This is an optimization exercise on Yosys and OpenROAD, whose aim is small area, a short achievable clock period and few clock cycles per item, not a production implementation. Function was checked by simulation only, so behaviour that the tests miss may differ from the original. Power figures rest on the tool's default switching activity, not on a simulated workload.

## flow/design.v (module list and top-level ports; edited modules follow where they fit)
// module mul_unit: 1184 lines
// module mul_unit_pp: 10 lines
// module mul_unit_ppn: 9 lines
// module mul_unit_fa: 10 lines
// module mul_unit_fa1: 9 lines
// module mul_unit_ha: 9 lines
// module mul_unit_add64: 11 lines
// module mul_unit_add32c: 12 lines
// module mul_unit_pfx32: 184 lines
// module mul_unit_bk32: 151 lines
// module mul_unit_bk64: 309 lines
module mul_unit (
    input  wire        clk,
    input  wire        rst,         
    input  wire        in_valid,
    output wire        in_ready,
    input  wire [31:0] a,
    input  wire [31:0] b,
    input  wire [31:0] c,
    input  wire [5:0]  shift,
    input  wire        signed_op,
    input  wire        trunc,
    output reg         out_valid,
    output reg  [63:0] r,
    output reg         ovf32
);
  // ...
==> flow/flow/run.sh <==
#!/bin/bash
set -euo pipefail
MARGIN=$(cat flow/margin.txt)
bash standard.sh synth > synth.log 2>&1
RESULTS=orfs/results/${FLOW_PLATFORM}/mul_unit/base openroad -no_init -exit flow/downsize.tcl > downsize.log 2>&1
touch orfs/results/${FLOW_PLATFORM}/mul_unit/base/1_synth.sdc
bash standard.sh SETUP_SLACK_MARGIN=$MARGIN "BUFFER_PORTS_ARGS=-buffer_cell sky130_fd_sc_hd__buf_1" finish > layout.log 2>&1
==> flow/flow/downsize.tcl <==
# Resize every combinational cell of the synthesized netlist to the smallest
# drive strength of its kind (registers and their cell types stay as
# synthesis made them); the layout's timing repair then sizes up only the
# cells its paths need.
set results $::env(RESULTS)
read_db $results/1_synth.odb
set db [ord::get_db]
set n 0
set before 0.0
set after 0.0
foreach inst [[ord::get_db_block] getInsts] {
  set m [$inst getMaster]
  set name [$m getName]
  if {![regexp {^(sky130_fd_sc_hd__[a-z0-9]+)_(\d+)$} $name -> base drive]} { continue }
  if {[regexp {df|dl|sdf|edf|conb|tap|fill|decap|clkbuf|clkinv|clkdly|dlygate|dlymetal|probe|lpflow} $base]} { continue }
  set best ""
  set bestw 1e9
  foreach d {1 0 2} {
    set cand [$db findMaster ${base}_$d]
    if {$cand eq "NULL" || $cand eq ""} { continue }
    if {[$cand getWidth] < $bestw} { set best $cand; set bestw [$cand getWidth] }
  }
  if {$best eq "" || [$best getName] eq $name} { continue }
  if {[$best getWidth] >= [$m getWidth]} { continue }
  if {[$inst swapMaster $best]} { incr n }
}
puts "downsized $n instances"
write_db $results/1_synth.odb
==> flow/flow/margin.txt <==
14.0
==> flow/standard.sh <==
#!/bin/bash
# synth_recipe.tcl (not shown) runs the flow's synth.tcl, then flattens the netlist and writes it again
# the make line also repeats each setting of config.mk as NAME=value (left out here)
make -C /OpenROAD-flow-scripts/flow DESIGN_CONFIG=/design/flow/config.mk WORK_HOME=/design/flow/orfs CLKGATE_MAP_FILE= SYNTH_SCRIPT=/design/flow/synth_recipe.tcl "${@:-finish}"
==> flow/config.mk <==
export PLATFORM = sky130hd
export DESIGN_NAME = mul_unit
export DESIGN_NICKNAME = mul_unit
export VERILOG_FILES = /design/flow/design.v
export SDC_FILE = /design/flow/constraint.sdc
export NUM_CORES = 4
export LEC_CHECK = 0
export CAP_MARGIN = 20
export CORE_MARGIN = 2
export CORE_UTILIZATION = 40
export SLEW_MARGIN = 20
export SYNTH_HIERARCHICAL = 1
==> flow/constraint.sdc <==
create_clock -name core_clock -period 19.0 [get_ports {clk}]
set_input_delay 3.8000 -clock core_clock [delete_from_list [all_inputs] [get_ports {clk}]]
set_output_delay 3.8000 -clock core_clock [all_outputs]
set_load 0.01 [all_outputs]
==> summary.txt, run 1 <==
- Worst R2R End: k1[37]
- Reg clk slew, reported paths: roughly 0.070 ns
- Initial antenna violation count: 1
- Status: finished clean
- Rows: 115
- Largest net degree at the start of global routing: 72
- Path depth of the worst reg2reg path: 9
- Layout cell share with drive strength beyond 1: under 10%
- Hold Violations, Final: 0
- Pwr Density: 215 nW/µm²
- Wire length on met3: approximately 13,000 µm
- Vias: 30,721
- Bufs on Longest Clock Path: 3
- Placed wire-length estimate: 84,400 µm
- Final setup margin: between 10 and 15 ns
- CLK BUF: 66
- Crit-path max cell delay: 0.34 ns
- Hold Worst Slack: 0.319 ns
- Multi-input gate share of total cell area: about two thirds
- Setup CP Type: reg -> out
- CP Launch Point: r[60]
- Most common cell after layout, fill and taps aside: a22oi_1
- Dpl ws: 13.84 ns
- Area growth syn-to-layout: 10.4%
- #MultiIn Comb: just under 3,000
Testbench counts, summed over its fixed seeds: cycles 16,032, ops 16,000.
==> inputs of run 2 (changes only) <==
--- a/flow/config.mk
+++ b/flow/config.mk
@@ -8,5 +8,7 @@
 export CAP_MARGIN = 20
 export CORE_MARGIN = 2
 export CORE_UTILIZATION = 40
+export CTS_CLUSTER_DIAMETER = 100
+export CTS_CLUSTER_SIZE = 30
 export SLEW_MARGIN = 20
 export SYNTH_HIERARCHICAL = 1
==> run 2 against run 1 <==
Net effect: cell area shrank 1.5%; via count down 0.55%; clock power shrank 29%; critical path depth unchanged; sequential power barely moved; register-to-register slack got worse by 0.02 ns; clock skew up 0.030 ns; non-clock buffer count unchanged; highest routed layer unchanged.
==> summary.txt, run 2 <==
- Status: finished clean
- Worst Path Buf+Inv: 1
- Nets: 4,506
- Fmax: 202 MHz
- Initial Util: approximately two fifths
- CP max-delay cell: dfxtp_1
- Hold Violations, Final: 0 (unchanged)
- Via density per instance: 6.03
- Crit path time final: 4.95 ns
- Rel. slew slack: a little over a fifth
- Pwr Density: 210 nW/µm² (-2.0%)
- Avg WL per Cell: 25.9 µm
- Syn Inst Count: 3,687
- Skew-Pair Late Insertion Delay: 0.69 ns
- Detailed Routing Iterations Pass 1: 6
- Final setup skew: 0.0555 ns
- Vias in the first global route: 31,473
- # IOs: between 150 and 200
- Die ar.: 101,000 µm²
- Critical path depth in cells: 1
- Bufs on Longest Clock Path: 3 (unchanged)
- Max Slew Vio Count: 0
- CTS H-tree depth: 1
- ANT cells: 0
- Die width: 318 µm
- Initial antenna violation count: 1 (unchanged)
- GP Congestion: around 0.91
- Most frequent cells in the layout: 565 x a22oi_1, 558 x xnor2_1, 467 x fa_1, 426 x dfxtp_1, 168 x ha_1
- Final ANT Viol Nets: 0
- RSZ-0062 raised after global routing: no
- CP endpoint kind: output pin
- Int Pwr: 4.58 mW
- Worst Path Arrival: 1.15 ns
- CP Launch Type: flip-flop
- Final setup violation count: 0
- Crit-path max FO: 1
- Biggest regs: q2: 64 flops, r: 64 flops, s1: 64 flops
- Sequential fraction of design power: between 10% and 20%
- CTS root buffer: clkbuf_16
- Most common cell after layout, fill and taps aside: a22oi_1
- Area growth syn-to-layout: 8.75%
- DP Area: 41,600 µm²
- Largest net degree at the start of global routing: 72 (unchanged)
- Layout cell share with drive strength beyond 1: 9.10% (-0.75 points)
- Total track usage: 25.1%
- CTS tree: built
- Placed wire-length estimate: 84,400 µm (unchanged)
- CP Cell Sequence: buf_1
- CTS Buf Count: 29
- HP Class: reg -> reg
- Path depth of the worst reg2reg path: 10 (+1)
- Hold Path Stages: 0
- Setup CP Type: reg -> out
- First-pass GRT wire length: between 150,000 and 200,000 µm
- Post-route design area: 42,900 µm²
- Reg clk slew, reported paths: 0.10 ns (+0.03 ns)
- Final WL: between 100,000 and 150,000 µm
- Logic pwr share: 74.0%
- Mapped Area: 39,500 µm²
- Hold_buf cts: 0
- Data required, critical path: about 15 ns
- Rows: 115 (unchanged)
- Die H: 318 µm
- Final setup margin: 14.05 ns (+0.00390 ns)
- Avg Inst Size Synth: 10.7 µm²
- Max VDD drop: 0.183 mV
- Port-buffer cells: 172
- CORE AREA: 98,100 µm²
- # clock sinks: approximately 460
- Final global-route overflow total: 0
- Ys Warns: 7
- Slew of the pin with the lowest slew margin: 1.19 ns
- Max capacitance violation total: 0
- Clk pwr share: approximately 8.5%
- DRC Markers: 0
- Final setup TNS: 0 ns
- Crit-path max cell delay: 0.34 ns (about the same)
- Top delay family on crit path: flip-flops
- Period utilization: 26.0%
- Initial DRC Count: 3,397
- Dpl ws: 13.84 ns (unchanged)
- LEAKAGE: 16.5 nW
- Hold Worst Slack: 0.330 ns (+0.0112 ns)
- Switch share: just under 50%
- Vias: 30,551 (-0.55%)
- Sw power: 4.45 mW
[run 2: what timing repair did]
item	in CTS	in global routing
pin swaps	0	0
setup buffers	0	0
gates resized for setup	42	10
setup endpoints to repair	59	36
[run 2: cell type report]
class / instances / area, µm²
Fill cell: 9435 / 55200
Sequential cell: 461 / 9280
Timing Repair Buffer: 261 / 1400
Tap cell: 1287 / 1610
Clock inverter: 19 / 427
Clock buffer: 32 / 747
Multi-Input combinational cell: 2923 / 29200
Inverter: 86 / 330
[run 2: metrics by stage]
| stage | power [mW] | utilization [%] | cells |
|---|---|---|---|
| floorplan | 5.90 | - | 3704 |
| global placement | 8.06 | 42.4 | 5017 |
| detailed placement | 8.15 | 42.4 | 5017 |
| CTS | 8.97 | 43.7 | 5068 |
| global route | 9.82 | 43.8 | 5069 |
| finish | 9.03 | 43.8 | 5069 |
[run 2: final timing paths]
kind,startpoint,end,slack (ns)
max,r[24],r[24],14.05
min reg2reg,c1[2],c2[2],0.33
min,c1[2],c2[2],0.33
max reg2reg,two[5],k1[37],14.07
[run 2: power by group through the flow]
stage          Combinational, mW  Clock (mW)  Sequential [mW]
4_1_cts                     6.59       0.793             1.58
3_5_place_dp                6.54           0             1.60
3_3_place_gp                6.45           0             1.61
6_report                    6.68       0.765             1.58
5_1_grt                     7.38       0.824             1.61
2_1_floorplan               4.26           0             1.64
[run 2: metal layers]
| metal | vias up | track usage, % | wire length (µm) |
|---|---|---|---|
| met2 | 1824 | 42.0 | 61600 |
| met5 | - | 0 | 0 |
| met3 | 467 | 5.22 | 13000 |
| li1 | 13222 | - | - |
| met4 | 0 | 9.71 | 5860 |
| met1 | 15038 | 31.9 | 50700 |
[run 2: worst register-to-register path, cell delays in order, from the launching register on]
cell and delay, ns:
dfxtp_1 0.75, buf_4 0.50, a22oi_1 0.17, xnor2_1 0.19, fa_1 0.54, fa_1 0.47
fa_1 0.47, fa_1 0.46, fa_1 0.42, fa_1 0.39, fa_1 0.44
==> inputs of run 3 (changes only) <==
--- a/flow/config.mk
+++ b/flow/config.mk
@@ -8,7 +8,7 @@
 export CAP_MARGIN = 20
 export CORE_MARGIN = 2
 export CORE_UTILIZATION = 40
-export CTS_CLUSTER_DIAMETER = 100
-export CTS_CLUSTER_SIZE = 30
+export CTS_CLUSTER_DIAMETER = 70
+export CTS_CLUSTER_SIZE = 36
 export SLEW_MARGIN = 20
 export SYNTH_HIERARCHICAL = 1
==> run 3 against run 2 <==
Net effect: still clean; sequential share of layout area fell by 0.10 points; first-iteration DRC count fell by 6.8%; non-clock buffer count did not move; highest routed layer unchanged.
==> summary.txt, run 3 <==
- Status: finished clean
- Final setup violation count: 0 (unchanged)
- CTS Buf Count: 36 (+24%)
- Rel. slew slack: 23.5% (+2.7 points)
- CTS root buffer: clkbuf_16
- Met3 Track Usage GR: 5.55% (+0.32 points)
- Hold Path Stages: 0 (unchanged)
- Met2 Usage GRT: 41.8% (-0.13 points)
- LEAKAGE: 16.5 nW (+0.34%)
- First-pass GRT wire length: 196,000 µm (about the same)
- Die ar.: 101,000 µm² (unchanged)
- Fill cell count: 9,427 (-0.085%)
- GR Util met1: 32.0% (+0.045 points)
- Nets: 4,513 (+0.16%)
- Die width: 318 µm (unchanged)
- Port-buffer cells: 172 (unchanged)
- Die H: 318 µm (unchanged)
- Worst Path Arrival: 1.13 ns (-0.02 ns)
- Data required, critical path: 15.20 ns (about the same)
- Max Slew Vio Count: 0 (unchanged)
- Most common cell after layout, fill and taps aside: a22oi_1
- Area growth syn-to-layout: 9.14%
- Fmax: 203 MHz (+0.31%)
- Path depth of the worst reg2reg path: 10 (unchanged)
- Initial antenna violation count: 1 (unchanged)
- HP Class: reg -> reg
- Vias in the first global route: 31,470 (-0.0095%)
- CTS H-tree depth: 2 (+1)
- # IOs: 174 (unchanged)
- GP Congestion: 0.907 (unchanged)
- Worst Path Buf+Inv: 1 (unchanged)
- Max capacitance violation total: 0 (unchanged)
- Final setup TNS: 0 ns (unchanged)
- Total power: 9.13 mW (+1.1%)
- Final WL: 131,000 µm (about the same)
- CTS tree: built
- Hold_buf cts: 0 (unchanged)
- Mapped Area: 39,500 µm² (unchanged)
- R2r setup slk: 14.11 ns (+0.04 ns)
- Rows: 115 (unchanged)
- Reg clk slew, reported paths: 0.10 ns (about the same)
- Vias: 30,777 (+0.74%)
- CORE AREA: 98,100 µm² (unchanged)
- Avg Inst Size Synth: 10.7 µm² (unchanged)
- Period utilization: 26.0% (-0.082 points)
- Detailed Routing Iterations Pass 1: 6 (unchanged)
- Final global-route overflow total: 0 (unchanged)
- Hold path start: tr1
- Largest net degree at the start of global routing: 72 (unchanged)
- Initial Util: 40.2% (unchanged)
- Critical path depth in cells: 1 (unchanged)
- CP Launch Type: flip-flop
- Skew-Pair Late Insertion Delay: 0.63 ns (-0.06 ns)
- Biggest regs: q2: 64 flops, r: 64 flops, s1: 64 flops
- Bufs on Longest Clock Path: 3 (unchanged)
- Gr busiest metal: met2
- Most frequent cells in the layout: 565 x a22oi_1, 558 x xnor2_1, 467 x fa_1, 434 x dfxtp_1, 168 x ha_1
- Syn Inst Count: 3,687 (unchanged)
- ANT cells: 0 (unchanged)
- Final setup skew: 0.0322 ns (-0.0234 ns)
- Critical R2R Launch: two[5]
- Max VDD drop: 0.190 mV (+4.2%)
- Placed wire-length estimate: 84,400 µm (unchanged)
- Crit-path max FO: 1 (unchanged)
- Top delay family on crit path: flip-flops
- CP Cell Sequence: buf_1
- RSZ-0062 raised after global routing: no
- Avg WL per Cell: 25.8 µm (-0.21%)
- DRC Markers: 0 (unchanged)
- Ys Warns: 7 (unchanged)
- CP endpoint kind: output pin
- Hold Violations, Final: 0 (unchanged)
- Initial DRC Count: 3,166 (-6.8%)
- Layout cell share with drive strength beyond 1: 8.95% (-0.14 points)
- Final ANT Viol Nets: 0 (unchanged)
- Setup CP Type: reg -> out
- Via density per instance: 6.05 (+0.44%)
- # clock sinks: 461 (unchanged)
- Slew of the pin with the lowest slew margin: 1.15 ns (-0.0399 ns)
- Crit-path max cell delay: 0.37 ns (+0.03 ns)
- Crit path time final: 4.93 ns (-0.0155 ns)
- CP Launch Point: r[50]
- Total track usage: 25.3% (+0.14 points)
- CP max-delay cell: dfxtp_1
- Pwr Density: 212 nW/µm² (+0.75%)
==> run 3: cell types whose count changed in the layout (fill, tap and decap cells not counted), moves of 3 or more <==
cell,delta
buf_1,+13
clkbuf_16,+9
buf_2,-8
dfxtp_1,+8
dfxtp_2,-8
clkinv_16,-5
buf_4,-3
clkinvlp_4,+3
inv_12,+3
==> run 3: final cells by class <==
type	count	area, µm²	share of cell area (%)
repair buffers	261	1370	3.18
clock buffers	41	992	2.30
well taps	1287	1610	3.74
multi-input cells	2923	29200	67.6
inverters	86	330	0.766
flip-flops and latches	461	9270	21.5
clock inverters	25	377	0.874
==> run 3: worst paths after layout <==
kind / endpoint
min reg2reg: tr2
max reg2reg: k1[37]
max: r[50]
min: tr2
==> run 3: through the flow <==
step	util (%)	hold WS, ns	worst slack, ns	cell area [µm²]	cells
floorplan	-	0.310	14.01	39600	3704
global placement	42.4	0.311	13.50	41600	5017
detailed placement	42.4	0.312	13.84	41600	5017
CTS	43.9	0.314	14.01	43000	5083
global route	43.9	0.327	14.00	43100	5084
finish	43.9	0.305	14.07	43100	5084
==> run 3: layer usage <==
layer | vias to the layer above | part of all wire, %
met3 | 469 | 10
li1 | 13262 | -
met2 | 1903 | 47
met5 | - | 0
met1 | 15143 | 39
met4 | 0 | 4.6
==> run 3: report_power, final <==
part	internal (mW)	leakage (nW)	switching, mW	total [mW]
Sequential	1.41	3.88	0.169	1.58
Combinational	2.82	12.0	3.88	6.70
Clock	0.424	0.647	0.427	0.851
Total	4.66	16.5	4.48	9.13
==> run 3: timing repair <==
item,in CTS,in global routing
setup buffers,0,0
pin swaps,0,1
setup endpoints to repair,47,34
gates resized for setup,20,6
==> inputs of run 4 (changes only) <==
--- a/flow/config.mk
+++ b/flow/config.mk
@@ -7,7 +7,7 @@
 export LEC_CHECK = 0
 export CAP_MARGIN = 20
 export CORE_MARGIN = 2
-export CORE_UTILIZATION = 40
+export CORE_UTILIZATION = 60
 export CTS_CLUSTER_DIAMETER = 70
 export CTS_CLUSTER_SIZE = 36
 export SLEW_MARGIN = 20
==> run 4 against run 3 <==
Net effect: largest cell class unchanged; first-iteration DRC count up 21%; sequential share of layout area up 0.34 points; still clean; area after synthesis unchanged; maximum frequency down 0.39%; largest power group unchanged; register-to-register slack better by 0.07 ns.
==> summary.txt, run 4 <==
- Initial Util: 60.3% (+20 points)
- Area of the multi-input gates: 29,100 µm² (about the same)
- Status: finished clean
- DRC Markers: 0 (unchanged)
- Vias in the first global route: 33,463 (+6.3%)
- Total power: 9.26 mW (+1.4%)
- Critical R2R Launch: two[3]
- Nets: 4,503 (-0.22%)
- Fill cell count: 5,271 (-44%)
- Syn Inst Count: 3,687 (unchanged)
- ANT cells: 0 (unchanged)
- Setup CP Type: reg -> out
- Max VDD drop: 0.226 mV (+19%)
- Hold_buf cts: 0 (unchanged)
- Fmax: 202 MHz (-0.39%)
- Die H: 261 µm (-18%)
- Worst R2R End: k1[39]
- Crit-path max FO: 1 (unchanged)
- Hold Worst Slack: 0.329 ns (+0.0238 ns)
- Avg Inst Size Synth: 10.7 µm² (unchanged)
- Final setup TNS: 0 ns (unchanged)
- Largest net degree at the start of global routing: 79 (+9.7%)
- Total track usage: 37.5% (+12 points)
- # clock sinks: 461 (unchanged)
- Initial antenna violation count: 3 (+2)
- Register area: 9300 µm² (+0.35%)
- Initial DRC Count: 3,844 (+21%)
- Final setup violation count: 0 (unchanged)
- Most common cell after layout, fill and taps aside: a22oi_1
- Ys Warns: 7 (unchanged)
- Bufs on Longest Clock Path: 3 (unchanged)
- Final Non-Filler Cells: 4,647 (-8.6%)
- Rows: 94 (-18%)
- Final global-route overflow total: 0 (unchanged)
- Die ar.: 67,900 µm² (-33%)
- Final setup skew: 0.0298 ns (-0.00236 ns)
- Hold Violations, Final: 0 (unchanged)
- Vias: 31,397 (+2.0%)
- CP max-delay cell: dfxtp_1
- Path depth of the worst reg2reg path: 9 (-1)
- Skew-Pair Late Insertion Delay: 0.67 ns (+0.04 ns)
- CTS H-tree depth: 1 (-1)
- CTS tree: built
- First-pass GRT wire length: 195,000 µm (-0.59%)
- Crit path time final: 4.95 ns (+0.0193 ns)
- Port-buffer cells: 172 (unchanged)
- Rel. slew slack: 27.6% (+4.1 points)
- Hold Path Stages: 0 (unchanged)
- CP endpoint kind: output pin
- Max capacitance violation total: 0 (unchanged)
- Mapped Area: 39,500 µm² (unchanged)
- Area growth syn-to-layout: 7.81%
- CTS root buffer: clkbuf_16
- Biggest regs: q2: 64 flops, r: 64 flops, s1: 64 flops
- CP Cell Sequence: buf_1
- Top delay family on crit path: flip-flops
- GP Congestion: 0.967 (+6.5%)
- Max Slew Vio Count: 0 (unchanged)
- Data required, critical path: 15.20 ns (about the same)
- Layout cell share with drive strength beyond 1: 9.49% (+0.54 points)
- Detailed Routing Iterations Pass 1: 8 (+2)
- Final WL: 128,000 µm (-2.7%)
- CORE AREA: 65,500 µm² (-33%)
- Via density per instance: 6.76 (+12%)
- R2r setup slk: 14.18 ns (+0.07 ns)
- HP Class: reg -> reg
- Crit-path max cell delay: 0.34 ns (-0.03 ns)
- Final ANT Viol Nets: 0 (unchanged)
- Die width: 261 µm (-18%)
- Worst Path Buf+Inv: 1 (unchanged)
- CTS Buf Count: 30 (-17%)
- Pwr Density: 217 nW/µm² (+2.6%)
- Hold Path End: sh2[2]
- Hold path start: sh1[2]
- # IOs: 174 (unchanged)
- RSZ-0062 raised after global routing: no
- Most frequent cells in the layout: 565 x a22oi_1, 558 x xnor2_1, 467 x fa_1, 408 x dfxtp_1, 168 x ha_1
- Slew of the pin with the lowest slew margin: 1.09 ns (-0.0612 ns)
- Placed wire-length estimate: 80,100 µm (-5.0%)
- Avg WL per Cell: 27.5 µm (+6.4%)
- Worst Path Arrival: 1.15 ns (+0.02 ns)
- Placed cells: 4,587 (-8.6%)
- Reg clk slew, reported paths: 0.11 ns (about the same)
- CP Launch Type: flip-flop
- LEAKAGE: 16.5 nW (-0.11%)
- Period utilization: 26.1% (+0.10 points)
## run 4: repair_timing
item                                    4_1_cts  5_1_grt
gates resized for setup                      17       28
endpoints found under the setup margin       41       49
pin swaps                                     0        2
gates cloned                                  0        2
setup buffers                                 0        2
## run 4: worst max path at each step
stage / to / slack [ns] / cells after the start / startpoint
2_1_floorplan: r[45] / 14.01 / 21 / sh2[1]
3_3_place_gp: ovf32 / 13.30 / 15 / sh2[1]
3_5_place_dp: ovf32 / 13.22 / 15 / sh2[1]
4_1_cts: r[18] / 14.00 / 1 / r[18]
5_1_grt: r[32] / 14.00 / 16 / sh2[1]
6_report: r[14] / 14.05 / 1 / r[14]
## run 4: layout make-up
type / count / area share (%)
multi-input combinational: 2923 / 68.5
sequential: 461 / 21.8
inverter: 86 / 0.764
clock inverter: 26 / 1.33
timing repair buffer: 257 / 3.30
tap: 864 / 2.54
clock buffer: 30 / 1.76
## run 4: layer usage
| metal | GRT usage [%] | up-vias | share of wire [%] |
|---|---|---|---|
| met5 | 0 | - | 0.028 |
| met2 | 61.6 | 2219 | 46 |
| met1 | 45.4 | 15253 | 35 |
| met3 | 10.7 | 677 | 12 |
| li1 | - | 13242 | - |
| met4 | 18.3 | 6 | 6.1 |
## run 4: report_power, final
| group | switching, mW | total (mW) | internal, mW |
|---|---|---|---|
| Sequential | 0.166 | 1.58 | 1.42 |
| Combinational | 3.98 | 6.86 | 2.88 |
| Clock | 0.446 | 0.815 | 0.368 |
## run 4: through the flow
stage                     setup slack (ns)  util, %  cell area (µm²)
after detailed placement             13.22     62.7            41100
after global routing                 14.00     65.0            42600
after global placement               13.30     62.7            41100
final                                14.05     65.0            42600
after floorplan                      14.01        -            39600
after CTS                            14.00     64.8            42400
==> inputs of run 5 (changes only) <==
==> flow/flow/run.sh (replaced) <==
#!/bin/bash
set -euo pipefail
MARGIN=$(cat flow/margin.txt)
CTS="-sink_clustering_enable -repair_clock_nets -sink_clustering_size 36 -sink_clustering_max_diameter 70 -wire_unit 10"
bash standard.sh synth > synth.log 2>&1
RESULTS=orfs/results/${FLOW_PLATFORM}/mul_unit/base openroad -no_init -exit flow/downsize.tcl > downsize.log 2>&1
touch orfs/results/${FLOW_PLATFORM}/mul_unit/base/1_synth.sdc
bash standard.sh SETUP_SLACK_MARGIN=$MARGIN "BUFFER_PORTS_ARGS=-buffer_cell sky130_fd_sc_hd__buf_1" "CTS_ARGS=$CTS" finish > layout.log 2>&1
==> flow/flow/margin.txt (replaced) <==
14.12
==> run 5 against run 4 <==
Net effect: register-to-register slack better by 0.07 ns; largest cell class unchanged; highest routed layer unchanged; critical path type unchanged; cell count is 0.11% lower; critical path depth stayed put; flip-flop and latch count stayed put; global-route usage is 0.62 points lower; clock power is 4.3% lower.
==> summary.txt, run 5 <==
- Max capacitance violation total: 0 (unchanged)
- CP endpoint kind: output pin
- Most frequent cells in the layout: 565 x a22oi_1, 558 x xnor2_1, 467 x fa_1, 382 x dfxtp_1, 168 x ha_1
- Final setup TNS: 0 ns (unchanged)
- LEAKAGE: 16.6 nW (+0.93%)
- Die ar.: 67,900 µm² (unchanged)
- Setup CP Type: reg -> out
- Syn Inst Count: 3,687 (unchanged)
- Post-route design area: 42,800 µm² (+0.58%)
- Die H: 261 µm (unchanged)
- Clk pwr share: 8.4% (-0.4 points)
- Initial DRC Count: 3,655 (-4.9%)
- Crit path time final: 4.91 ns (-0.0403 ns)
- Fmax: 204 MHz (+0.82%)
- Placed cells: 4,581 (-0.13%)
- Mapped Area: 39,500 µm² (unchanged)
- Area growth syn-to-layout: 8.44%
- Detailed Routing Iterations Pass 1: 9 (+1)
- Most common cell after layout, fill and taps aside: a22oi_1
- Hold Violations, Final: 0 (unchanged)
- Path depth of the worst reg2reg path: 9 (unchanged)
- Final setup margin: 14.09 ns (+0.0403 ns)
- CORE AREA: 65,500 µm² (unchanged)
- Top delay family on crit path: flip-flops
- # clock sinks: 461 (unchanged)
- Vias: 31,385 (-0.038%)
- Hold Path End: c1[14]
- Final setup violation count: 0 (unchanged)
- Initial Util: 60.3% (unchanged)
- RSZ-0062 raised after global routing: yes
- CTS tree: built
- CP Launch Point: r[6]
- R2r setup slk: 14.25 ns (+0.07 ns)
- CP Launch Type: flip-flop
- Data required, critical path: 15.20 ns (about the same)
- Layout cell share with drive strength beyond 1: 11.3% (+1.8 points)
- Largest net degree at the start of global routing: 72 (-8.9%)
- Sequential fraction of design power: 17.2% (about the same)
- Worst Path Arrival: 1.11 ns (-0.04 ns)
- Initial antenna violation count: 1 (-2)
- Final Non-Filler Cells: 4,642 (-0.11%)
- Crit-path max cell delay: 0.33 ns (about the same)
- Logic pwr share: 74.4% (+0.3 points)
- Placed wire-length estimate: 80,300 µm (+0.26%)
- Rel. slew slack: 30.1% (+2.5 points)
- Hold Path Stages: 0 (unchanged)
- Final ANT Viol Nets: 0 (unchanged)
- Biggest regs: q2: 64 flops, r: 64 flops, s1: 64 flops
- Dpl ws: 13.28 ns (+0.0645 ns)
- Avg Inst Size Synth: 10.7 µm² (unchanged)
- Crit-path max FO: 1 (unchanged)
- CP Cell Sequence: buf_2
- Slew of the pin with the lowest slew margin: 1.04 ns (-0.0460 ns)
- DRC Markers: 0 (unchanged)
- Die width: 261 µm (unchanged)
- GP Congestion: 0.943 (-2.5%)
- CP max-delay cell: dfxtp_1
- Via density per instance: 6.76 (about the same)
- Nets: 4,498 (-0.11%)
- Port-buffer cells: 172 (unchanged)
- Total power: 9.33 mW (+0.76%)
- Switch share: 49.5% (about the same)
- Worst Path Buf+Inv: 1 (unchanged)
- Pwr Density: 218 nW/µm² (+0.18%)
- ANT cells: 0 (unchanged)
- Total track usage: 36.9% (-0.62 points)
- CTS root buffer: clkbuf_16
- DP Area: 41,000 µm² (-0.11%)
- Hold path start: c0[14]
- Hold_buf cts: 0 (unchanged)
- CTS H-tree depth: 1 (unchanged)
- Vias in the first global route: 33,467 (+0.012%)
- Final setup skew: 0.0410 ns (+0.0112 ns)
- Max VDD drop: 0.333 mV (+47%)
- Final WL: 127,000 µm (-0.82%)
- Avg WL per Cell: 27.3 µm (-0.71%)
- HP Class: reg -> reg
- Ys Warns: 7 (unchanged)
- Status: finished clean
- Sw power: 4.62 mW (+0.68%)
- Bufs on Longest Clock Path: 3 (unchanged)
- Period utilization: 25.8% (-0.21 points)
- Skew-Pair Late Insertion Delay: 0.65 ns (-0.02 ns)
- # IOs: 174 (unchanged)
- Rows: 94 (unchanged)
- Fill cell count: 5,139 (-2.5%)
- First-pass GRT wire length: 193,000 µm (-1.2%)
- Final global-route overflow total: 0 (unchanged)
- Int Pwr: 4.71 mW (+0.84%)
- Max Slew Vio Count: 0 (unchanged)
- Critical R2R Launch: ax[16]
- CTS Buf Count: 30 (unchanged)
- Reg clk slew, reported paths: 0.12 ns (about the same)
- Worst R2R End: k1[37]
run 5: cell count changes in the layout (fill, tap and decap cells not counted), sizes merged:
cell      before  now
buf          241  250
bufinv         2    0
clkbuf        46   32
clkinv        13   19
clkinvlp       1    0
inv           96   93
run 5: layout make-up:
type,instances,area (µm²),area share [%]
tap,864,1080,2.52
sequential,461,9360,21.9
clock inverter,26,523,1.22
inverter,86,325,0.760
timing repair buffer,252,1620,3.78
clock buffer,30,751,1.75
multi-input combinational,2923,29200,68.1
run 5: power groups by stage:
stage / clock (mW) / sequential, mW / combinational [mW]
after floorplan: 0 / 1.64 / 4.26
after global placement: 0 / 1.61 / 6.49
after detailed placement: 0 / 1.61 / 6.66
after CTS: 0.796 / 1.59 / 6.73
after global routing: 0.830 / 1.63 / 7.59
final: 0.780 / 1.60 / 6.94
run 5: repair_timing:
item / 4_1_cts / 5_1_grt
setup endpoints to repair: 99 / 124
gates cloned: 0 / 1
buffers inserted: 0 / 3
pin swaps: 0 / 1
resized for setup: 89 / 69
run 5: stage by stage:
stage,hold slack [ns],utilization (%)
2_1_floorplan,0.310,-
3_3_place_gp,0.312,62.6
3_5_place_dp,0.312,62.6
4_1_cts,0.334,64.8
5_1_grt,0.330,65.4
6_report,0.325,65.4
run 5: worst reg2reg max path, stage by stage (launching register included):
cell and delay, ns:
dfxtp_2 1.00, a22oi_1 0.26, xnor2_1 0.21, fa_1 0.53
fa_1 0.46, fa_1 0.48, fa_1 0.46, fa_1 0.41
fa_1 0.39, fa_1 0.44
run 5: how the worst max path moves through the flow:
stage / end / slack [ns] / cells past startpoint
after floorplan: k1[37] / 14.17 / 8
after global placement: ovf32 / 13.37 / 16
after detailed placement: ovf32 / 13.28 / 16
after CTS: r[7] / 14.06 / 1
after global routing: out_valid / 14.04 / 1
final: r[6] / 14.09 / 1
run 5: layer usage:
| layer | track usage, % | share of wire, % | up-vias |
|---|---|---|---|
| met5 | 0 | 0.010 | - |
| met4 | 18.7 | 5.8 | 2 |
| met2 | 61.1 | 47 | 2227 |
| li1 | - | - | 13203 |
| met3 | 9.71 | 12 | 627 |
| met1 | 44.5 | 35 | 15326 |
==> inputs of run 6 (changes only) <==
==> flow/flow/margin.txt (replaced) <==
14.05
--- a/flow/config.mk
+++ b/flow/config.mk
@@ -7,7 +7,7 @@
 export LEC_CHECK = 0
 export CAP_MARGIN = 20
 export CORE_MARGIN = 2
-export CORE_UTILIZATION = 60
+export CORE_UTILIZATION = 40
 export CTS_CLUSTER_DIAMETER = 70
 export CTS_CLUSTER_SIZE = 36
 export SLEW_MARGIN = 20
==> run 6 against run 5 <==
Net effect: still clean on timing, DRC and antenna; clock power increased by 12%; core utilization is 21 points lower; routed wire length grew 4.9%; via count fell by 1.9%; area after synthesis unchanged; maximum frequency increased by 0.49%; first-iteration DRC count fell by 6.4%; total power decreased by 1.9%; non-clock buffer count increased by 10; critical endpoint is now r[48].
==> summary.txt, run 6 <==
- Status: finished clean
- CTS tree: built
- Max Slew Vio Count: 0 (unchanged)
- DRC Markers: 0 (unchanged)
- Logic pwr share: 73.2% (-1.2 points)
- HP Class: reg -> reg
- CTS Buf Count: 37 (+23%)
- Placed wire-length estimate: 84,000 µm (+4.6%)
- Rel. slew slack: 26.0% (-4.1 points)
- Initial Util: 40.2% (-20 points)
- Syn Inst Count: 3,687 (unchanged)
- Vias in the first global route: 31,732 (-5.2%)
- ANT cells: 0 (unchanged)
- Critical R2R Launch: two[7]
- Initial antenna violation count: 2 (+1)
- Biggest regs: q2: 64 flops, r: 64 flops, s1: 64 flops
- GP Congestion: 0.928 (-1.6%)
- Setup CP Type: reg -> out
- First-pass GRT wire length: 198,000 µm (+2.6%)
- Final WL: 133,000 µm (+4.9%)
- Path depth of the worst reg2reg path: 9 (unchanged)
- Largest net degree at the start of global routing: 72 (unchanged)
- Data required, critical path: 15.20 ns (about the same)
- Sequential fraction of design power: 17.3% (about the same)
- Hold path start: c0[5]
- Avg WL per Cell: 26.1 µm (-4.3%)
- Detailed Routing Iterations Pass 1: 9 (unchanged)
- Max VDD drop: 0.182 mV (-45%)
- Via density per instance: 6.06 (-10%)
- Rows: 115 (+22%)
- Initial DRC Count: 3,422 (-6.4%)
- Avg Inst Size Synth: 10.7 µm² (unchanged)
- Int Pwr: 4.66 mW (-1.1%)
- Bufs on Longest Clock Path: 3 (unchanged)
- RSZ-0062 raised after global routing: no
- Total power: 9.14 mW (-1.9%)
- CP max-delay cell: dfxtp_1
- Layout cell share with drive strength beyond 1: 9.11% (-2.2 points)
- # IOs: 174 (unchanged)
- Hold Violations, Final: 0 (unchanged)
- Ys Warns: 7 (unchanged)
- Period utilization: 25.7% (-0.13 points)
- CTS H-tree depth: 2 (+1)
- Fmax: 205 MHz (+0.49%)
- Register area: 9280 µm² (-0.92%)
- Final setup skew: 0.0508 ns (+0.00981 ns)
- Worst R2R End: k1[37]
- Final ANT Viol Nets: 0 (unchanged)
- CP Launch Type: flip-flop
- CP endpoint kind: output pin
- Final setup violation count: 0 (unchanged)
- Area growth syn-to-layout: 9.45%
- Switch share: 49.1% (-0.44 points)
- CORE AREA: 98,100 µm² (+50%)
- Most common cell after layout, fill and taps aside: a22oi_1
- Skew-Pair Late Insertion Delay: 0.58 ns (-0.07 ns)
- Area of the multi-input gates: 29,200 µm² (about the same)
- Crit-path max FO: 1 (unchanged)
- Port-buffer cells: 172 (unchanged)
- Vias: 30,801 (-1.9%)
- LEAKAGE: 16.6 nW (-0.52%)
- Fill cell count: 9,317 (+81%)
- Worst Path Buf+Inv: 1 (unchanged)
- Crit-path max cell delay: 0.35 ns (+0.02 ns)
- Mapped Area: 39,500 µm² (unchanged)
- Die ar.: 101,000 µm² (+49%)
- Pwr Density: 212 nW/µm² (-2.9%)
- Total track usage: 25.4% (-12 points)
- CTS root buffer: clkbuf_16
- Clk pwr share: 9.5% (+1.1 points)
- Top delay family on crit path: flip-flops
- Hold Path End: c1[5]
- Reg clk slew, reported paths: 0.10 ns (-0.02 ns)
- Nets: 4,515 (+0.38%)
- Die H: 318 µm (+22%)
- Max capacitance violation total: 0 (unchanged)
- Worst Path Arrival: 1.09 ns (-0.02 ns)
- CP Cell Sequence: buf_1
- # clock sinks: 461 (unchanged)
- Final setup TNS: 0 ns (unchanged)
- Most frequent cells in the layout: 564 x a22oi_1, 558 x xnor2_1, 467 x fa_1, 429 x dfxtp_1, 168 x ha_1
- Final global-route overflow total: 0 (unchanged)
- Die width: 318 µm (+22%)
- Hold Path Stages: 0 (unchanged)
- Slew of the pin with the lowest slew margin: 1.11 ns (+0.0692 ns)
- Sw power: 4.49 mW (-2.8%)
- R2r setup slk: 14.16 ns (-0.09 ns)
- Crit path time final: 4.89 ns (-0.0242 ns)
run 6: layer usage:
layer / vias up / wire length [µm] / GRT usage (%)
li1: 13266 / - / -
met1: 15215 / 51800 / 32.4
met2: 1851 / 61800 / 42.2
met3: 465 / 13200 / 5.06
met4: 4 / 5920 / 9.83
met5: - / 21 / 0
run 6: power groups by stage:
stage | registers, mW | logic [mW] | clock network [mW]
6_report | 1.58 | 6.69 | 0.871
5_1_grt | 1.61 | 7.38 | 0.934
3_3_place_gp | 1.61 | 6.47 | 0
3_5_place_dp | 1.60 | 6.55 | 0
4_1_cts | 1.58 | 6.59 | 0.898
2_1_floorplan | 1.64 | 4.26 | 0
run 6: worst max path at each step:
| stage | start | endpoint | slack (ns) | cells past startpoint |
|---|---|---|---|---|
| 2_1_floorplan | sh2[2] | r[45] | 14.07 | 23 |
| 3_3_place_gp | sh2[1] | r[62] | 13.37 | 17 |
| 3_5_place_dp | sh2[0] | ovf32 | 13.66 | 16 |
| 4_1_cts | sh2[0] | ovf32 | 14.02 | 16 |
| 5_1_grt | ax[15] | k1[37] | 14.05 | 9 |
| 6_report | r[48] | r[48] | 14.11 | 1 |
run 6: what timing repair did:
item / in CTS / in global routing
gates resized for setup: 18 / 21
hold buffers: 0 / 0
gates cloned: 0 / 2
setup endpoints to repair: 57 / 46
endpoints found under the hold margin: 0 / 0
pin swaps: 0 / 2
buffers inserted: 0 / 2
run 6: worst register-to-register path, stage by stage, from the launching register on:
cell     delay [ns]
dfxtp_2        1.07
a22oi_1        0.22
xnor2_1        0.24
fa_1           0.49
fa_1           0.47
fa_1           0.48
fa_1           0.46
fa_1           0.41
fa_1           0.40
fa_1           0.45
run 6: layout make-up:
class,instances,share of cell area (%)
multi-input combinational,2923,67.5
sequential,461,21.5
tap,1287,3.73
timing repair buffer,262,3.30
clock buffer,39,2.23
clock inverter,26,1.05
inverter,86,0.753
run 6: stage by stage:
step | hold slack (ns) | setup slack [ns] | instances | instance area (µm²) | utilization, %
finish | 0.306 | 14.11 | 5084 | 43200 | 44.0
global placement | 0.311 | 13.37 | 5015 | 41600 | 42.4
global route | 0.315 | 14.05 | 5084 | 43200 | 44.0
detailed placement | 0.312 | 13.66 | 5015 | 41600 | 42.4
floorplan | 0.310 | 14.07 | 3704 | 39600 | -
CTS | 0.303 | 14.02 | 5080 | 43100 | 43.9
==> inputs of run 7 (changes only) <==
==> flow/flow/margin.txt (replaced) <==
14.2
==> run 7 against run 6 <==
Net effect: critical path depth did not move; die area unchanged; first-iteration DRC count fell by 0.76%; routed wire length shrank 0.31%; cell area grew 1.2%; sequential share of layout area shrank 0.093 points; clock-buffer cell count is 1 higher; clock skew is 0.011 ns higher; area after synthesis stayed put; global-route usage rose by 0.12 points; worst setup slack gained 0.033 ns; clock power barely moved; largest cell class unchanged; largest power group unchanged.
==> summary.txt, run 7 <==
- Status: finished clean
- Most common cell after layout, fill and taps aside: a22oi_1
- Top delay family on crit path: flip-flops
- GP Congestion: 0.905 (-2.4%)
- Vias in the first global route: 32,092 (+1.1%)
- Rel. slew slack: 38.8% (+13 points)
- Hold_buf cts: 0 (unchanged)
- CP Launch Point: r[25]
- Final ANT Viol Nets: 0 (unchanged)
- Biggest regs: q2: 64 flops, r: 64 flops, s1: 64 flops
- Hold Path Stages: 0 (unchanged)
- # clock sinks: 461 (unchanged)
- Final setup violation count: 0 (unchanged)
- Skew-Pair Late Insertion Delay: 0.59 ns (about the same)
- Initial Util: 40.2% (unchanged)
- Max Slew Vio Count: 0 (unchanged)
- Final WL: 132,000 µm (-0.31%)
- CP Cell Sequence: buf_6
- Die width: 318 µm (unchanged)
- Reg clk slew, reported paths: 0.12 ns (+0.02 ns)
- CTS tree: built
- Final setup margin: 14.15 ns (+0.0329 ns)
- CTS Buf Count: 36 (-2.7%)
- First-pass GRT wire length: 200,000 µm (+1.1%)
- CP max-delay cell: dfxtp_2
- Total track usage: 25.5% (+0.12 points)
- Placed wire-length estimate: 84,600 µm (+0.63%)
- Hold path start: tr0
- Bufs on Longest Clock Path: 3 (unchanged)
- Area growth syn-to-layout: 10.7%
- Initial DRC Count: 3,396 (-0.76%)
- Final global-route overflow total: 0 (unchanged)
- Dpl ws: 13.51 ns (-0.156 ns)
- Most frequent cells in the layout: 565 x a22oi_1, 558 x xnor2_1, 467 x fa_1, 384 x dfxtp_1, 168 x ha_1
- Mapped Area: 39,500 µm² (unchanged)
- Hold Violations, Final: 0 (unchanged)
- Pwr Density: 210 nW/µm² (-0.53%)
- CORE AREA: 98,100 µm² (unchanged)
- HP Class: reg -> reg
- Path depth of the worst reg2reg path: 9 (unchanged)
- Total power: 9.20 mW (+0.62%)
- Rows: 115 (unchanged)
- Port-buffer cells: 172 (unchanged)
- Initial antenna violation count: 3 (+1)
- Max capacitance violation total: 0 (unchanged)
- RSZ-0062 raised after global routing: yes
- Nets: 4,517 (+0.044%)
- Final Non-Filler Cells: 5,089 (+0.098%)
- Critical path depth in cells: 1 (unchanged)
- CP Launch Type: flip-flop
- Data required, critical path: 15.20 ns (about the same)
- Worst Path Buf+Inv: 1 (unchanged)
- Die ar.: 101,000 µm² (unchanged)
- Avg WL per Cell: 26.0 µm (-0.40%)
- Via density per instance: 6.05 (-0.19%)
- Layout cell share with drive strength beyond 1: 11.8% (+2.7 points)
- CTS H-tree depth: 2 (unchanged)
- Vias: 30,774 (-0.088%)
- Setup CP Type: reg -> out
- DRC Markers: 0 (unchanged)
- Worst Path Arrival: 1.05 ns (-0.04 ns)
- Largest net degree at the start of global routing: 72 (unchanged)
- Crit path time final: 4.85 ns (-0.0329 ns)
- Avg Inst Size Synth: 10.7 µm² (unchanged)
- CP endpoint kind: output pin
- Crit-path max FO: 1 (unchanged)
- Final setup TNS: 0 ns (unchanged)
- Syn Inst Count: 3,687 (unchanged)
- LEAKAGE: 16.8 nW (+1.7%)
- Final setup skew: 0.0622 ns (+0.0114 ns)
- Fmax: 206 MHz (+0.68%)
- Slew of the pin with the lowest slew margin: 0.912 ns (-0.198 ns)
- Die H: 318 µm (unchanged)
- Ys Warns: 7 (unchanged)
- Detailed Routing Iterations Pass 1: 7 (-2)
- Critical R2R Launch: neg[10]
- Period utilization: 25.5% (-0.17 points)
- CTS root buffer: clkbuf_16
- Crit-path max cell delay: 0.35 ns (about the same)
- Max VDD drop: 0.182 mV (-0.31%)
- Placed cells: 5,017 (+0.040%)
- # IOs: 174 (unchanged)
## run 7: per-layer routing
layer | wire length [µm] | up-vias | global-route usage [%]
met5 | 0 | - | 0
met4 | 5830 | 0 | 10.3
met3 | 12500 | 440 | 5.37
met2 | 62000 | 1773 | 42.1
met1 | 52000 | 15301 | 32.5
li1 | - | 13260 | -
## run 7: what timing repair did
item	CTS	global route
setup endpoints to repair	103	115
pin swaps	1	1
resized for setup	153	55
buffers inserted	1	2
cloned	0	1
## run 7: worst paths after layout
path,to,slack (ns)
setup / recovery,r[25],14.15
hold / removal,tr1,0.29
setup reg to reg,k1[32],14.24
hold reg to reg,tr1,0.29
## run 7: layout make-up
class                      instances  area (µm²)
sequential                       461        9340
clock buffer                      40         947
inverter                          86         335
timing repair buffer             265        1840
antenna                            1        2.50
tap                             1287        1610
multi-input combinational       2923       29200
fill                            9233       54400
clock inverter                    26         465
## run 7: through the flow
stage               area [µm²]  hold WS, ns  util, %
floorplan                39600        0.310        -
global placement         41600        0.311     42.4
detailed placement       41600        0.312     42.4
CTS                      43400        0.299     44.3
global route             43700        0.296     44.6
finish                   43700        0.289     44.6
## run 7: worst register-to-register path: stages, from the launching register on
cell and delay (ns):
dfxtp_2 0.72, buf_4 0.54, xnor2_1 0.20, fa_1 0.46
fa_1 0.52, fa_1 0.41, fa_1 0.47, fa_1 0.44
fa_1 0.44, fa_1 0.44
## run 7: report_power, final
| part | switching [mW] | internal, mW |
|---|---|---|
| Clock | 0.442 | 0.429 |
| Sequential | 0.182 | 1.43 |
| Combinational | 3.85 | 2.87 |
| Total | 4.47 | 4.73 |
==> inputs of run 8 (changes only) <==
==> flow/flow/margin.txt (replaced) <==
14.28
==> run 8 against run 7 <==
Net effect: still clean; sequential share of layout area barely moved; synthesized cell count is the same; die area is the same; first-iteration DRC count grew 0.18%; critical path depth unchanged; total power increased by 0.17%; global-route usage down 0.17 points; critical endpoint is now r[61]; largest cell class unchanged.
==> summary.txt, run 8 <==
- First-pass GRT wire length: 198,000 µm (-0.93%)
- Area growth syn-to-layout: 10.6%
- Setup CP Type: reg -> out
- Mapped Area: 39,500 µm² (unchanged)
- Top delay family on crit path: flip-flops
- Hold_buf cts: 0 (unchanged)
- HP Class: reg -> reg
- Avg Inst Size Synth: 10.7 µm² (unchanged)
- Detailed Routing Iterations Pass 1: 6 (-1)
- Worst Path Arrival: 1.03 ns (-0.02 ns)
- DRC Markers: 0 (unchanged)
- Hold Violations, Final: 0 (unchanged)
- Max Slew Vio Count: 0 (unchanged)
- Final setup violation count: 0 (unchanged)
- Int Pwr: 4.74 mW (+0.17%)
- Reg clk slew, reported paths: 0.09 ns (-0.03 ns)
- Worst Path Buf+Inv: 1 (unchanged)
- Max VDD drop: 0.172 mV (-5.4%)
- Period utilization: 25.4% (-0.095 points)
- Vias in the first global route: 31,858 (-0.73%)
- Final ANT Viol Nets: 0 (unchanged)
- Initial antenna violation count: 0 (-3)
- # IOs: 174 (unchanged)
- CTS Buf Count: 37 (+2.8%)
- Hold Worst Slack: 0.314 ns (+0.0245 ns)
- Die H: 318 µm (unchanged)
- Switch share: 48.6% (about the same)
- Most common cell after layout, fill and taps aside: a22oi_1
- CORE AREA: 98,100 µm² (unchanged)
- Via density per instance: 6.04 (about the same)
- Logic pwr share: 73.2% (about the same)
- Placed cells: 5,018 (+0.020%)
- LEAKAGE: 16.8 nW (about the same)
- Fmax: 207 MHz (+0.38%)
- Most frequent cells in the layout: 565 x a22oi_1, 558 x xnor2_1, 467 x fa_1, 388 x dfxtp_1, 168 x ha_1
- Port-buffer cells: 172 (unchanged)
- Final global-route overflow total: 0 (unchanged)
- Nets: 4,520 (+0.066%)
- Die ar.: 101,000 µm² (unchanged)
- Crit-path max FO: 1 (unchanged)
- Sequential fraction of design power: 17.4% (about the same)
- Final WL: 131,000 µm (-0.72%)
- Avg WL per Cell: 25.8 µm (-0.76%)
- CP endpoint kind: output pin
- Final Non-Filler Cells: 5,091 (+0.039%)
- Data required, critical path: 15.20 ns (about the same)
- GP Congestion: 0.916 (+1.1%)
- Status: finished clean
- Crit-path max cell delay: 0.36 ns (about the same)
- Sw power: 4.48 mW (+0.18%)
- Pwr Density: 211 nW/µm² (+0.30%)
- RSZ-0062 raised after global routing: yes
- Layout cell share with drive strength beyond 1: 11.9% (+0.070 points)
- CTS root buffer: clkbuf_16
- CTS tree: built
- Total track usage: 25.3% (-0.17 points)
- Placed wire-length estimate: 84,700 µm (+0.21%)
- Final setup TNS: 0 ns (unchanged)
- Slew of the pin with the lowest slew margin: 0.941 ns (+0.0291 ns)
- CP max-delay cell: dfxtp_2
- Initial Util: 40.2% (unchanged)
- Syn Inst Count: 3,687 (unchanged)
- Clk pwr share: 9.4% (about the same)
- CTS H-tree depth: 2 (unchanged)
- Bufs on Longest Clock Path: 3 (unchanged)
- Rel. slew slack: 36.8% (-2.0 points)
- CP Launch Type: flip-flop
- Crit path time final: 4.83 ns (-0.0181 ns)
- Initial DRC Count: 3,402 (+0.18%)
- Biggest regs: q2: 64 flops, r: 64 flops, s1: 64 flops
- Rows: 115 (unchanged)
- Skew-Pair Late Insertion Delay: 0.56 ns (-0.03 ns)
- Max capacitance violation total: 0 (unchanged)
- Total power: 9.22 mW (+0.17%)
- Largest net degree at the start of global routing: 72 (unchanged)
- CP Cell Sequence: buf_6
- ANT cells: 0 (-1)
- Die width: 318 µm (unchanged)
- Vias: 30,763 (-0.036%)
- Final setup skew: 0.0323 ns (-0.0299 ns)
- # clock sinks: 461 (unchanged)
- Ys Warns: 7 (unchanged)
## run 8: path summary, 6_finish.rpt
kind	to	slack, ns	startpoint	cells after the start
worst min register to register	sh2[2]	0.31	sh1[2]	0
worst min-delay path	sh2[2]	0.31	sh1[2]	0
worst max-delay path	r[61]	14.17	r[61]	1
worst max register to register	k1[37]	14.37	two[5]	10
## run 8: final cells by class
type                            instances  area [µm²]
Tap cell                             1287        1610
Inverter                               86         337
Fill cell                            9319       54500
Sequential cell                       461        9350
Multi-Input combinational cell       2923       29200
Clock buffer                           40         978
Clock inverter                         27         414
Timing Repair Buffer                  267        1800
## run 8: power groups by stage
stage | logic (mW) | clock network (mW) | registers, mW
after floorplan | 4.26 | 0 | 1.64
after global placement | 6.45 | 0 | 1.60
after detailed placement | 6.55 | 0 | 1.61
after CTS | 6.64 | 0.891 | 1.60
after global routing | 7.47 | 0.925 | 1.63
final | 6.75 | 0.864 | 1.60
## run 8: repair_timing
| action | in CTS | in global routing |
|---|---|---|
| gates resized for setup | 153 | 52 |
| setup endpoints to repair | 116 | 119 |
| setup buffers | 0 | 5 |
| pin swaps | 0 | 4 |
## run 8: per-stage QoR
stage | instance area [µm²] | setup slack, ns | utilization, %
after global placement | 41600 | 13.47 | 42.4
final | 43700 | 14.17 | 44.5
after CTS | 43400 | 14.13 | 44.2
after global routing | 43700 | 14.12 | 44.5
after detailed placement | 41600 | 13.86 | 42.4
after floorplan | 39600 | 14.29 | -
## run 8: routing by layer
metal	part of all wire (%)	global-route usage (%)	routed length (µm)
met1	39	32.4	51400
met2	47	41.8	61500
met3	9.4	4.92	12300
met4	4.7	10.6	6200
met5	0	0	0
==> inputs of run 9 (changes only) <==
==> flow/flow/margin.txt (replaced) <==
14.12
==> run 9 against run 8 <==
Net effect: still clean; register-to-register slack worse by 0.12 ns; clock skew is 0.011 ns higher; hold slack worse by 0.013 ns; area after synthesis stayed put; clock power is 2.8% higher; clock-buffer cell count is 1 lower; flip-flop and latch count stayed put; via count hardly changed; worst setup slack worse by 0.011 ns; routed wire length is 0.23% higher; die area stayed put; cell count hardly changed; critical path type unchanged; largest power group unchanged; highest routed layer unchanged.
==> summary.txt, run 9 <==
- Avg Inst Size Synth: 10.7 µm² (unchanged)
- Initial DRC Count: 3,285 (-3.4%)
- Worst Path Arrival: 1.05 ns (+0.02 ns)
- Clk pwr share: 9.7% (+0.3 points)
- Hold Path Stages: 0 (unchanged)
- Mapped Area: 39,500 µm² (unchanged)
- Reg clk slew, reported paths: 0.11 ns (+0.02 ns)
- Final Non-Filler Cells: 5,090 (-0.020%)
- Top delay family on crit path: flip-flops
- Status: finished clean
- Avg WL per Cell: 25.9 µm (+0.25%)
- Die H: 318 µm (unchanged)
- Setup CP Type: reg -> out
- Via density per instance: 6.04 (about the same)
- Die ar.: 101,000 µm² (unchanged)
- Rows: 115 (unchanged)
- Slew of the pin with the lowest slew margin: 1.02 ns (+0.0800 ns)
- Period utilization: 25.5% (+0.059 points)
- Dpl ws: 13.46 ns (-0.405 ns)
- R2r setup slk: 14.25 ns (-0.12 ns)
- CTS tree: built
- Max Slew Vio Count: 0 (unchanged)
- Nets: 4,518 (-0.044%)
- Crit-path max FO: 1 (unchanged)
- Fmax: 206 MHz (-0.23%)
- Hold path start: tr1
- Path depth of the worst reg2reg path: 9 (-1)
- Switch share: 48.9% (+0.26 points)
- Total power: 9.19 mW (-0.30%)
- Crit path time final: 4.85 ns (+0.0112 ns)
- Final WL: 132,000 µm (+0.23%)
- LEAKAGE: 16.7 nW (-0.59%)
- # clock sinks: 461 (unchanged)
- Placed wire-length estimate: 84,300 µm (-0.51%)
- Int Pwr: 4.70 mW (-0.81%)
- Final setup violation count: 0 (unchanged)
- CTS Buf Count: 36 (-2.7%)
- CTS root buffer: clkbuf_16
- Port-buffer cells: 172 (unchanged)
- Worst R2R End: k1[32]
- CP endpoint kind: output pin
- Detailed Routing Iterations Pass 1: 6 (unchanged)
- Most frequent cells in the layout: 565 x a22oi_1, 558 x xnor2_1, 467 x fa_1, 412 x dfxtp_1, 168 x ha_1
- Hold_buf cts: 0 (unchanged)
- Ys Warns: 7 (unchanged)
- CORE AREA: 98,100 µm² (unchanged)
- Rel. slew slack: 31.5% (-5.3 points)
- Largest net degree at the start of global routing: 72 (unchanged)
- Sw power: 4.49 mW (+0.24%)
- Critical R2R Launch: neg[0]
- Pwr Density: 212 nW/µm² (+0.24%)
- CTS H-tree depth: 2 (unchanged)
- CP Launch Point: r[48]
- DRC Markers: 0 (unchanged)
- Area growth syn-to-layout: 9.99%
- Final setup TNS: 0 ns (unchanged)
- Layout cell share with drive strength beyond 1: 10.6% (-1.3 points)
- Initial antenna violation count: 2 (+2)
- CP Cell Sequence: buf_2
- GP Congestion: 0.907 (-1.0%)
- CP max-delay cell: dfxtp_1
- Final setup margin: 14.15 ns (-0.0112 ns)
- HP Class: reg -> reg
- CP Launch Type: flip-flop
- Fin util: 44.3% (-0.24 points)
- Syn Inst Count: 3,687 (unchanged)
- # IOs: 174 (unchanged)
- Biggest regs: q2: 64 flops, r: 64 flops, s1: 64 flops
- Hold Path End: tr2
- Total track usage: 25.2% (-0.12 points)
- Die width: 318 µm (unchanged)
- Crit-path max cell delay: 0.36 ns (about the same)
- Sequential fraction of design power: 17.2% (-0.2 points)
- Vias in the first global route: 31,568 (-0.91%)
- Placed cells: 5,019 (+0.020%)
- Vias: 30,758 (-0.016%)
- Skew-Pair Late Insertion Delay: 0.58 ns (+0.02 ns)
- Bufs on Longest Clock Path: 3 (unchanged)
- Final ANT Viol Nets: 0 (unchanged)
- Hold Violations, Final: 0 (unchanged)
- Final setup skew: 0.0428 ns (+0.0105 ns)
- Logic pwr share: 73.1% (about the same)
- Fill cell count: 9,268 (-0.55%)
- Most common cell after layout, fill and taps aside: a22oi_1
- Final global-route overflow total: 0 (unchanged)
- Data required, critical path: 15.20 ns (about the same)
- Worst Path Buf+Inv: 1 (unchanged)
- RSZ-0062 raised after global routing: no
- Max VDD drop: 0.179 mV (+4.4%)
- Max capacitance violation total: 0 (unchanged)
- Initial Util: 40.2% (unchanged)
- First-pass GRT wire length: 197,000 µm (-0.40%)
run 9: worst register-to-register path: cells and delay by family, from the launching register on:
kind       cells  cell delay [ns]
xor+xnor       1             0.18
fa+ha+maj      7             3.17
flops          1             0.72
buf+inv        1             0.55
run 9: metal layers:
metal  vias up  GRT usage, %  part of all wire, %
met1     15276          31.7                   39
met3       476          5.09                  9.3
met4         0          10.2                  4.7
met2      1729          42.2                   47
li1      13277             -                    -
met5         -             0                    0
run 9: per-stage QoR:
| step | cell area (µm²) | hold WS, ns |
|---|---|---|
| after detailed placement | 41600 | 0.312 |
| after CTS | 43200 | 0.313 |
| after global placement | 41600 | 0.311 |
| after floorplan | 39600 | 0.310 |
| after global routing | 43400 | 0.310 |
| final | 43400 | 0.301 |
run 9: worst max-delay path by stage:
stage	end	depth (start not counted)
2_1_floorplan	k1[37]	8
3_3_place_gp	ovf32	16
3_5_place_dp	ovf32	16
4_1_cts	ovf32	16
5_1_grt	r[15]	1
6_report	r[48]	1
run 9: timing repair:
action	CTS	global route
cloned	0	1
setup buffers	0	3
gates resized for setup	55	56
pin swaps	0	2
endpoints found under the setup margin	73	77
run 9: power by group through the flow:
| stage | clock network [mW] | logic, mW | registers, mW |
|---|---|---|---|
| floorplan | 0 | 4.26 | 1.64 |
| detailed placement | 0 | 6.57 | 1.60 |
| global route | 0.949 | 7.41 | 1.61 |
| global placement | 0 | 6.44 | 1.60 |
| finish | 0.888 | 6.72 | 1.58 |
| CTS | 0.911 | 6.62 | 1.58 |
run 9: layout make-up:
type                       instances  area [µm²]  share of cell area, %
antenna                            1        2.50                0.00576
timing repair buffer             266        1570                   3.60
inverter                          86         335                  0.772
sequential                       461        9300                   21.4
clock buffer                      39         955                   2.20
multi-input combinational       2923       29200                   67.1
clock inverter                    27         508                   1.17
tap                             1287        1610                   3.71
==> inputs of run 10 (changes only) <==
--- a/flow/config.mk
+++ b/flow/config.mk
@@ -7,7 +7,7 @@
 export LEC_CHECK = 0
 export CAP_MARGIN = 20
 export CORE_MARGIN = 2
-export CORE_UTILIZATION = 40
+export CORE_UTILIZATION = 50
 export CTS_CLUSTER_DIAMETER = 70
 export CTS_CLUSTER_SIZE = 36
 export SLEW_MARGIN = 20
==> run 10 against run 9 <==
Net effect: still clean on timing, DRC and antenna; combinational power shrank 0.7%; global-route usage is 5.9 points higher; maximum frequency increased by 0.16%; non-clock buffer count grew 2; sequential power barely moved; sequential share of layout area grew 0.19 points; critical path depth is the same; clock power decreased by 6.1%; critical path type unchanged; highest routed layer unchanged.
==> summary.txt, run 10 <==
- Status: finished clean
- Top delay family on crit path: flip-flops
- Hold Worst Slack: 0.324 ns (+0.0230 ns)
- First-pass GRT wire length: 194,000 µm (-1.6%)
- Ys Warns: 7 (unchanged)
- Final ANT Viol Nets: 0 (unchanged)
- CTS Buf Count: 34 (-5.6%)
- Sequential fraction of design power: 17.2% (about the same)
- CP Launch Type: flip-flop
- CTS root buffer: clkbuf_16
- Max VDD drop: 0.155 mV (-13%)
- # IOs: 174 (unchanged)
- Int Pwr: 4.64 mW (-1.3%)
- Worst Path Arrival: 1.04 ns (about the same)
- # clock sinks: 461 (unchanged)
- Rel. slew slack: 30.0% (-1.5 points)
- Initial DRC Count: 3,285 (unchanged)
- Most common cell after layout, fill and taps aside: a22oi_1
- ANT cells: 0 (-1)
- CORE AREA: 78,600 µm² (-20%)
- Die width: 285 µm (-10%)
- Logic pwr share: 73.6% (+0.5 points)
- Die H: 285 µm (-10%)
- CP max-delay cell: dfxtp_2
- Mapped Area: 39,500 µm² (unchanged)
- Bufs on Longest Clock Path: 3 (unchanged)
- Final setup violation count: 0 (unchanged)
- Skew-Pair Late Insertion Delay: 0.57 ns (about the same)
- Via density per instance: 6.28 (+3.9%)
- Largest net degree at the start of global routing: 72 (unchanged)
- Avg Inst Size Synth: 10.7 µm² (unchanged)
- Fill cell count: 7,061 (-24%)
- Final WL: 128,000 µm (-2.4%)
- Vias: 30,456 (-0.98%)
- Max capacitance violation total: 0 (unchanged)
- Reg clk slew, reported paths: 0.11 ns (about the same)
- Die ar.: 81,200 µm² (-20%)
- Slew of the pin with the lowest slew margin: 1.04 ns (+0.0227 ns)
- Vias in the first global route: 31,672 (+0.33%)
- GP Congestion: 0.943 (+4.0%)
- Total track usage: 31.1% (+5.9 points)
- Rows: 103 (-10%)
- CTS H-tree depth: 2 (unchanged)
- Final setup skew: 0.0557 ns (+0.0129 ns)
- Crit path time final: 4.84 ns (-0.00750 ns)
- Switch share: 48.8% (about the same)
- Initial Util: 50.2% (+10 points)
- Biggest regs: q2: 64 flops, r: 64 flops, s1: 64 flops
- Initial antenna violation count: 0 (-2)
- Sw power: 4.43 mW (-1.5%)
- Worst Path Buf+Inv: 1 (unchanged)
- CP endpoint kind: output pin
- CTS tree: built
- Data required, critical path: 15.20 ns (about the same)
- Final global-route overflow total: 0 (unchanged)
- Max Slew Vio Count: 0 (unchanged)
- Pwr Density: 211 nW/µm² (-0.17%)
- Nets: 4,518 (unchanged)
- Port-buffer cells: 172 (unchanged)
- RSZ-0062 raised after global routing: no
- Syn Inst Count: 3,687 (unchanged)
- Detailed Routing Iterations Pass 1: 7 (+1)
- Most frequent cells in the layout: 565 x a22oi_1, 558 x xnor2_1, 467 x fa_1, 433 x dfxtp_1, 169 x ha_1
- Placed wire-length estimate: 81,600 µm (-3.2%)
- Period utilization: 25.5% (-0.039 points)
- DRC Markers: 0 (unchanged)
- Avg WL per Cell: 26.5 µm (+2.4%)
- CP Cell Sequence: buf_2
- Clk pwr share: 9.2% (-0.5 points)
- Final setup TNS: 0 ns (unchanged)
- Area growth syn-to-layout: 8.67%
- Layout cell share with drive strength beyond 1: 9.68% (-0.92 points)
- LEAKAGE: 16.6 nW (-0.61%)
- Hold Violations, Final: 0 (unchanged)
- Crit-path max cell delay: 0.34 ns (-0.02 ns)
- Setup CP Type: reg -> out
- Crit-path max FO: 1 (unchanged)
- HP Class: reg -> reg
- Fmax: 207 MHz (+0.16%)
## run 10: final cells by class
cell class / instances / area [µm²] / share of cell area, %
Tap cell: 1050 / 1310 / 3.06
Sequential cell: 461 / 9270 / 21.6
Timing Repair Buffer: 268 / 1480 / 3.46
Clock inverter: 25 / 464 / 1.08
Multi-Input combinational cell: 2923 / 29100 / 67.9
Clock buffer: 37 / 903 / 2.11
Inverter: 86 / 330 / 0.770
## run 10: worst paths after layout
| path | start | endpoint | slack (ns) | depth (start not counted) |
|---|---|---|---|---|
| max reg2reg | two[7] | k1[37] | 14.21 | 10 |
| min | c0[8] | c1[8] | 0.32 | 0 |
| min reg2reg | c0[8] | c1[8] | 0.32 | 0 |
| max | r[0] | r[0] | 14.16 | 1 |
## run 10: repair_timing
item                       4_1_cts  5_1_grt
gates cloned                     0        1
setup buffers                    0        1
setup endpoints to repair       62      104
hold buffers                     0        0
pin swaps                        0        0
resized for setup               30       34
## run 10: per-stage QoR
step                      instance area (µm²)  util, %  std cells  power [mW]  setup WS (ns)
final                                   42900     54.6       4850        9.06          14.16
after global routing                    42900     54.6       4850        9.86          14.12
after CTS                               42800     54.4       4848        9.01          14.12
after detailed placement                41400     52.6       4786        8.08          13.74
after global placement                  41400     52.6       4786        8.01          13.33
after floorplan                         39600        -       3704        5.90          14.17
## run 10: power groups by stage
| stage | clock [mW] | combinational [mW] | sequential, mW |
|---|---|---|---|
| finish | 0.834 | 6.67 | 1.56 |
| global route | 0.893 | 7.38 | 1.59 |
| CTS | 0.860 | 6.58 | 1.56 |
| detailed placement | 0 | 6.49 | 1.59 |
| global placement | 0 | 6.43 | 1.58 |
| floorplan | 0 | 4.26 | 1.64 |
## run 10: routing by layer
metal | GRT usage (%) | vias up | part of all wire, %
li1 | - | 13256 | -
met3 | 6.73 | 455 | 9.6
met4 | 13.3 | 0 | 4.9
met2 | 52.3 | 1670 | 47
met5 | 0.407 | - | 0
met1 | 38.8 | 15075 | 38

[what the ideal ports hide]
No port has a modelled driver above. Below, the same layouts with a new extraction and two added sets of constraints.
Step 1 assumes that a clkbuf_16 drives the clock port and a buf_2 every other input.
Step 2 adds t to the input delays and takes it off the output delays; t is the mean of the earliest and latest rising clock arrival at the registers after step 1. Input paths then give back, and output paths get back, about the clock's delay inside the block.
Three values: ideal ports, drivers, drivers and shift; two values: the first two.
run	shift t [ns]	setup slack, ns	latest minus earliest clock arrival (ns)
run 1	0.727	14.049 / 13.977 / 14.092	0.026 / 0.026
run 2	0.725	14.053 / 13.983 / 14.073	0.067 / 0.066
run 3	0.678	14.069 / 13.996 / 14.111	0.045 / 0.045
run 4	0.727	14.050 / 13.981 / 14.175	0.030 / 0.030
run 5	0.705	14.090 / 14.018 / 14.249	0.042 / 0.042
run 6	0.629	14.114 / 14.042 / 14.160	0.054 / 0.053
run 7	0.629	14.147 / 14.078 / 14.240	0.065 / 0.065
run 8	0.613	14.165 / 14.098 / 14.373	0.040 / 0.040
run 9	0.629	14.154 / 14.081 / 14.253	0.047 / 0.047
run 10	0.618	14.161 / 14.088 / 14.208	0.058 / 0.058
After both steps every run listed still meets setup and hold.
